What follows belongs to an exercise in optimizing a design on an open flow for small area, a short achievable clock period and few clock cycles per item; a production flow would make more cautious choices. RTL that was checked went through simulation tests only; none was proved equivalent to the original.

==> run a <==
## dwibus_codec
module dwibus_codec (
    input  wire         clk,
    input  wire         rst,         
    input  wire         start,       
    input  wire         op,          
    input  wire [7:0]   self_addr,   
    input  wire [479:0] frame_in,
    output wire         ready,
    output reg          done,        
    output wire [7:0]   status,
    output wire [7:0]   crc,
    output wire [479:0] frame_out
);
    wire [479:0] fi = frame_in;
    reg         busy;
    reg [439:0] img;       
    reg [7:0]   pc_q;      
    reg [7:0]   ps_q;      
    reg         chk_q;     
    reg [3:0]   pre_q;     
    reg [7:0]   crc_q;
    reg [2:0]   okz_q;     
    wire [15:0] part_in;   
    wire [15:0] crc_syn;   
    wire [2:0]  okz;       
    dw_oai31 u_z0 (.a(crc_syn[8]),  .b(crc_syn[9]),  .c(crc_syn[10]), .d(chk_q), .y(okz[0]));
    dw_oai31 u_z1 (.a(crc_syn[11]), .b(crc_syn[12]), .c(crc_syn[13]), .d(chk_q), .y(okz[1]));
    dw_oai21 u_z2 (.a(crc_syn[14]), .b(crc_syn[15]), .c(chk_q), .y(okz[2]));
    assign ready = ~busy;
    wire m0;
    dw_xor2 u_m0 (.a(fi[7]), .b(fi[12]), .y(m0));
    wire m1;
    dw_xor2 u_m1 (.a(fi[14]), .b(fi[15]), .y(m1));
    wire m2;
    dw_xor2 u_m2 (.a(m0), .b(fi[9]), .y(m2));
    wire m3;
    dw_xor2 u_m3 (.a(fi[6]), .b(fi[11]), .y(m3));
    wire m4;
    dw_xor2 u_m4 (.a(fi[5]), .b(fi[10]), .y(m4));
    wire m5;
  ...
Settings: LEC_CHECK=0, CAP_MARGIN=20, CORE_AREA=10 10 290 290, CTS_BUF_LIST=sky130_fd_sc_hd__clkbuf_4 sky130_fd_sc_hd__clkbuf_8, DIE_AREA=0 0 300 300, PLACE_DENSITY=0.6, SETUP_SLACK_MARGIN=2.3, SLEW_MARGIN=20, SYNTH_HIERARCHICAL=1, SYNTH_MINIMUM_KEEP_SIZE=0; clock period 5.0 ns.
standard.sh (not shown) runs the stock make flow with config.mk's settings and CLKGATE_MAP_FILE= SYNTH_SCRIPT=/design/flow/synth_recipe.tcl, a recipe that flattens the netlist after the stock synthesis.
==> flow/flow/run.sh <==
#!/bin/bash
# Own layout flow: the standard flow, with each port buffered by the
# smallest buffer (buf_1) instead of the one buffer_ports picks by default.
set -euo pipefail
bash standard.sh "BUFFER_PORTS_ARGS=-buffer_cell sky130_fd_sc_hd__buf_1" finish > standard_flow.log 2>&1
==> run b: changes against run a <==
--- a/flow/design.v
+++ b/flow/design.v
@@ -15,21 +15,17 @@
     reg         busy;
     reg [439:0] img;       
     reg [7:0]   pc_q;      
     reg [7:0]   ps_q;      
     reg         chk_q;     
     reg [3:0]   pre_q;     
     reg [7:0]   crc_q;
-    reg [2:0]   okz_q;     
+    reg [7:0]   syn_q;     
     wire [15:0] part_in;   
     wire [15:0] crc_syn;   
-    wire [2:0]  okz;       
-    dw_oai31 u_z0 (.a(crc_syn[8]),  .b(crc_syn[9]),  .c(crc_syn[10]), .d(chk_q), .y(okz[0]));
-    dw_oai31 u_z1 (.a(crc_syn[11]), .b(crc_syn[12]), .c(crc_syn[13]), .d(chk_q), .y(okz[1]));
-    dw_oai21 u_z2 (.a(crc_syn[14]), .b(crc_syn[15]), .c(chk_q), .y(okz[2]));
     assign ready = ~busy;
     wire m0;
     dw_xor2 u_m0 (.a(fi[7]), .b(fi[12]), .y(m0));
     wire m1;
     dw_xor2 u_m1 (.a(fi[14]), .b(fi[15]), .y(m1));
     wire m2;
     dw_xor2 u_m2 (.a(m0), .b(fi[9]), .y(m2));
@@ -1524,33 +1520,39 @@
         ps_q  <= part_in[15:8];
         if (!busy) begin
             img   <= fi[2*8 +: 440];
             chk_q <= chk_in;
             pre_q <= pre_in;
         end
         crc_q <= crc_syn[7:0];
-        okz_q <= okz;
+        syn_q <= crc_syn[15:8];
     end
+    wire n01, n23, n45, n67, syn_nz;
     wire [3:0] st;
-    dw_or_nand3 u_st0 (.a(pre_q[0]), .b(okz_q[0]), .c(okz_q[1]), .d(okz_q[2]), .y(st[0]));
-    dw_and4     u_st1 (.a(pre_q[1]), .b(okz_q[0]), .c(okz_q[1]), .d(okz_q[2]), .y(st[1]));
-    dw_and4     u_st2 (.a(pre_q[2]), .b(okz_q[0]), .c(okz_q[1]), .d(okz_q[2]), .y(st[2]));
-    dw_or_nand3 u_st3 (.a(pre_q[3]), .b(okz_q[0]), .c(okz_q[1]), .d(okz_q[2]), .y(st[3]));
+    dw_nor2  u_n01 (.a(syn_q[0]), .b(syn_q[1]), .y(n01));
+    dw_nor2  u_n23 (.a(syn_q[2]), .b(syn_q[3]), .y(n23));
+    dw_nor2  u_n45 (.a(syn_q[4]), .b(syn_q[5]), .y(n45));
+    dw_nor2  u_n67 (.a(syn_q[6]), .b(syn_q[7]), .y(n67));
+    dw_nand4 u_nz  (.a(n01), .b(n23), .c(n45), .d(n67), .y(syn_nz));
+    dw_ao21  u_st0 (.a(chk_q), .b(syn_nz), .c(pre_q[0]), .y(st[0]));
+    dw_ai21b u_st1 (.a(chk_q), .b(syn_nz), .c(pre_q[1]), .y(st[1]));
+    dw_ai21b u_st2 (.a(chk_q), .b(syn_nz), .c(pre_q[2]), .y(st[2]));
+    dw_ao21  u_st3 (.a(chk_q), .b(syn_nz), .c(pre_q[3]), .y(st[3]));
     assign status    = {3'b000, st[3], 1'b0, st[2:0]};
     assign crc       = crc_q;
     assign frame_out = {8'h0A, 8'h0D, crc_q, img, 8'h55, 8'hAA};
 endmodule
-module dw_oai31 (input wire a, input wire b, input wire c, input wire d, output wire y);
-    assign y = ~((a | b | c) & d);
+module dw_nor2 (input wire a, input wire b, output wire y);
+    assign y = ~(a | b);
 endmodule
-module dw_oai21 (input wire a, input wire b, input wire c, output wire y);
-    assign y = ~((a | b) & c);
+module dw_nand4 (input wire a, input wire b, input wire c, input wire d, output wire y);
+    assign y = ~(a & b & c & d);
 endmodule
-module dw_or_nand3 (input wire a, input wire b, input wire c, input wire d, output wire y);
-    assign y = a | ~(b & c & d);
+module dw_ao21 (input wire a, input wire b, input wire c, output wire y);
+    assign y = (a & b) | c;
 endmodule
-module dw_and4 (input wire a, input wire b, input wire c, input wire d, output wire y);
-    assign y = a & b & c & d;
+module dw_ai21b (input wire a, input wire b, input wire c, output wire y);
+    assign y = c & ~(a & b);
 endmodule
 module dw_xor2 (input wire a, input wire b, output wire y);
     assign y = a ^ b;
 endmodule
--- a/flow/config.mk
+++ b/flow/config.mk
@@ -5,12 +5,12 @@
 export SDC_FILE = /design/flow/constraint.sdc
 export NUM_CORES = 4
 export LEC_CHECK = 0
 export CAP_MARGIN = 20
 export CORE_AREA = 10 10 290 290
 export CTS_BUF_LIST = sky130_fd_sc_hd__clkbuf_4 sky130_fd_sc_hd__clkbuf_8
 export DIE_AREA = 0 0 300 300
-export PLACE_DENSITY = 0.6
-export SETUP_SLACK_MARGIN = 2.3
+export PLACE_DENSITY = 0.7
+export SETUP_SLACK_MARGIN = 2.1
 export SLEW_MARGIN = 20
 export SYNTH_HIERARCHICAL = 1
 export SYNTH_MINIMUM_KEEP_SIZE = 0
==> run c: changes against run a <==
--- a/flow/design.v
+++ b/flow/design.v
@@ -15,21 +15,17 @@
     reg         busy;
     reg [439:0] img;       
     reg [7:0]   pc_q;      
     reg [7:0]   ps_q;      
     reg         chk_q;     
     reg [3:0]   pre_q;     
     reg [7:0]   crc_q;
-    reg [2:0]   okz_q;     
+    reg [7:0]   syn_q;     
     wire [15:0] part_in;   
     wire [15:0] crc_syn;   
-    wire [2:0]  okz;       
-    dw_oai31 u_z0 (.a(crc_syn[8]),  .b(crc_syn[9]),  .c(crc_syn[10]), .d(chk_q), .y(okz[0]));
-    dw_oai31 u_z1 (.a(crc_syn[11]), .b(crc_syn[12]), .c(crc_syn[13]), .d(chk_q), .y(okz[1]));
-    dw_oai21 u_z2 (.a(crc_syn[14]), .b(crc_syn[15]), .c(chk_q), .y(okz[2]));
     assign ready = ~busy;
     wire m0;
     dw_xor2 u_m0 (.a(fi[7]), .b(fi[12]), .y(m0));
     wire m1;
     dw_xor2 u_m1 (.a(fi[14]), .b(fi[15]), .y(m1));
     wire m2;
     dw_xor2 u_m2 (.a(m0), .b(fi[9]), .y(m2));
@@ -1524,33 +1520,39 @@
         ps_q  <= part_in[15:8];
         if (!busy) begin
             img   <= fi[2*8 +: 440];
             chk_q <= chk_in;
             pre_q <= pre_in;
         end
         crc_q <= crc_syn[7:0];
-        okz_q <= okz;
+        syn_q <= crc_syn[15:8];
     end
+    wire n01, n23, n45, n67, syn_nz;
     wire [3:0] st;
-    dw_or_nand3 u_st0 (.a(pre_q[0]), .b(okz_q[0]), .c(okz_q[1]), .d(okz_q[2]), .y(st[0]));
-    dw_and4     u_st1 (.a(pre_q[1]), .b(okz_q[0]), .c(okz_q[1]), .d(okz_q[2]), .y(st[1]));
-    dw_and4     u_st2 (.a(pre_q[2]), .b(okz_q[0]), .c(okz_q[1]), .d(okz_q[2]), .y(st[2]));
-    dw_or_nand3 u_st3 (.a(pre_q[3]), .b(okz_q[0]), .c(okz_q[1]), .d(okz_q[2]), .y(st[3]));
+    dw_nor2  u_n01 (.a(syn_q[0]), .b(syn_q[1]), .y(n01));
+    dw_nor2  u_n23 (.a(syn_q[2]), .b(syn_q[3]), .y(n23));
+    dw_nor2  u_n45 (.a(syn_q[4]), .b(syn_q[5]), .y(n45));
+    dw_nor2  u_n67 (.a(syn_q[6]), .b(syn_q[7]), .y(n67));
+    dw_nand4 u_nz  (.a(n01), .b(n23), .c(n45), .d(n67), .y(syn_nz));
+    dw_ao21  u_st0 (.a(chk_q), .b(syn_nz), .c(pre_q[0]), .y(st[0]));
+    dw_ai21b u_st1 (.a(chk_q), .b(syn_nz), .c(pre_q[1]), .y(st[1]));
+    dw_ai21b u_st2 (.a(chk_q), .b(syn_nz), .c(pre_q[2]), .y(st[2]));
+    dw_ao21  u_st3 (.a(chk_q), .b(syn_nz), .c(pre_q[3]), .y(st[3]));
     assign status    = {3'b000, st[3], 1'b0, st[2:0]};
     assign crc       = crc_q;
     assign frame_out = {8'h0A, 8'h0D, crc_q, img, 8'h55, 8'hAA};
 endmodule
-module dw_oai31 (input wire a, input wire b, input wire c, input wire d, output wire y);
-    assign y = ~((a | b | c) & d);
+module dw_nor2 (input wire a, input wire b, output wire y);
+    assign y = ~(a | b);
 endmodule
-module dw_oai21 (input wire a, input wire b, input wire c, output wire y);
-    assign y = ~((a | b) & c);
+module dw_nand4 (input wire a, input wire b, input wire c, input wire d, output wire y);
+    assign y = ~(a & b & c & d);
 endmodule
-module dw_or_nand3 (input wire a, input wire b, input wire c, input wire d, output wire y);
-    assign y = a | ~(b & c & d);
+module dw_ao21 (input wire a, input wire b, input wire c, output wire y);
+    assign y = (a & b) | c;
 endmodule
-module dw_and4 (input wire a, input wire b, input wire c, input wire d, output wire y);
-    assign y = a & b & c & d;
+module dw_ai21b (input wire a, input wire b, input wire c, output wire y);
+    assign y = c & ~(a & b);
 endmodule
 module dw_xor2 (input wire a, input wire b, output wire y);
     assign y = a ^ b;
 endmodule
==> flow/config.mk (replaced) <==
export PLATFORM = sky130hd
export DESIGN_NAME = dwibus_codec
export DESIGN_NICKNAME = dwibus_codec
export VERILOG_FILES = /design/flow/design.v
export SDC_FILE = /design/flow/constraint.sdc
export NUM_CORES = 4
export LEC_CHECK = 0
export CAP_MARGIN = 20
export CORE_AREA = 10 10 290 290
export CTS_CLUSTER_DIAMETER = 60
export CTS_CLUSTER_SIZE = 30
export DIE_AREA = 0 0 300 300
export PLACE_DENSITY = 0.6
export SETUP_SLACK_MARGIN = 2.1
export SLEW_MARGIN = 20
export SYNTH_HIERARCHICAL = 1
export SYNTH_MINIMUM_KEEP_SIZE = 0
==> qor summary <==
Result of the run: run c complete, no violations; run a complete, no violations; run b complete, no violations
Global Route met3 Usage: run c 6.53%; run a 6.83%; run b 6.60%
Largest net degree at the start of global routing: run c 151; run a 175; run b 121
Number of fill cells in the layout: run c 7686; run a 7521; run b 7545
Slowest stage cell, crit path: run c sky130_fd_sc_hd__xor2_1; run a sky130_fd_sc_hd__edfxtp_1; run b sky130_fd_sc_hd__xor2_1
Number of buffer and inverter instances along the worst setup path: run c 0; run a 2; run b 0
Area fraction of the dominant cell type after synthesis: run c 63.0%; run a 63.2%; run b 63.0%
Share of the synthesized area in compound gates (AO/OA/AOI/OAI): run c 0.477%; run a 0.444%; run b 0.477%
Worst supply voltage drop on vdd: run c 0.000404 V; run a 0.000423 V; run b 0.000513 V
Timing startpoint of the critical path: run c img[404]; run a img[233]; run b img[203]
Total number of vias: run c 13787; run a 14309; run b 14534
Number of DRC markers in iteration 0: run c 730; run a 789; run b 1052
Starting density of the core: run c 27.4%; run a 27.2%; run b 27.4%
Mapped Avg Cell Area: run c 16.1 µm²; run a 16.1 µm²; run b 16.1 µm²
Part of the Yosys area used for sequential elements: run c 66.2%; run a 66.0%; run b 66.2%
Setup clock skew after layout: run c 0.0410 ns; run a 0.0507 ns; run b 0.0408 ns
Half-perimeter wire length after placement: run c 77300 µm; run a 77000 µm; run b 79300 µm
FF+latch count: run c 479; run a 474; run b 479
Testbench counts of run b, summed over its fixed seeds: cycles 3,840, frames 1,920.
Testbench counts of run c, summed over its fixed seeds: cycles 3,840, frames 1,920.
The RTL of run a was laid out without a check of its function.

==> separate check: timing with driven ports <==
Ports are ideal in the flow. The routed layouts listed here were re-timed in OpenROAD.
Step 1 assumes that a clkbuf_16 drives the clock port and a buf_2 every other input.
Step 2 also shifts input and output timing later by t, the mid clock arrival at the registers, as if the neighbouring blocks saw the same clock.
Slacks: ideal / step 1 / step 2; pairs: ideal / step 1.
run	t, ns	setup WS [ns]	worst data-port slew with drivers (ns)
run a	0.724	2.227 / 2.227 / 1.707	0.14
run b	0.709	2.237 / 2.199 / 1.629	0.17
run c	0.651	2.207 / 2.207 / 1.625	0.23
After both steps setup and hold are still met in every run listed. The setup slack of run b, which loses most, moves by -0.038 ns with the drivers and by -0.608 ns with both steps.
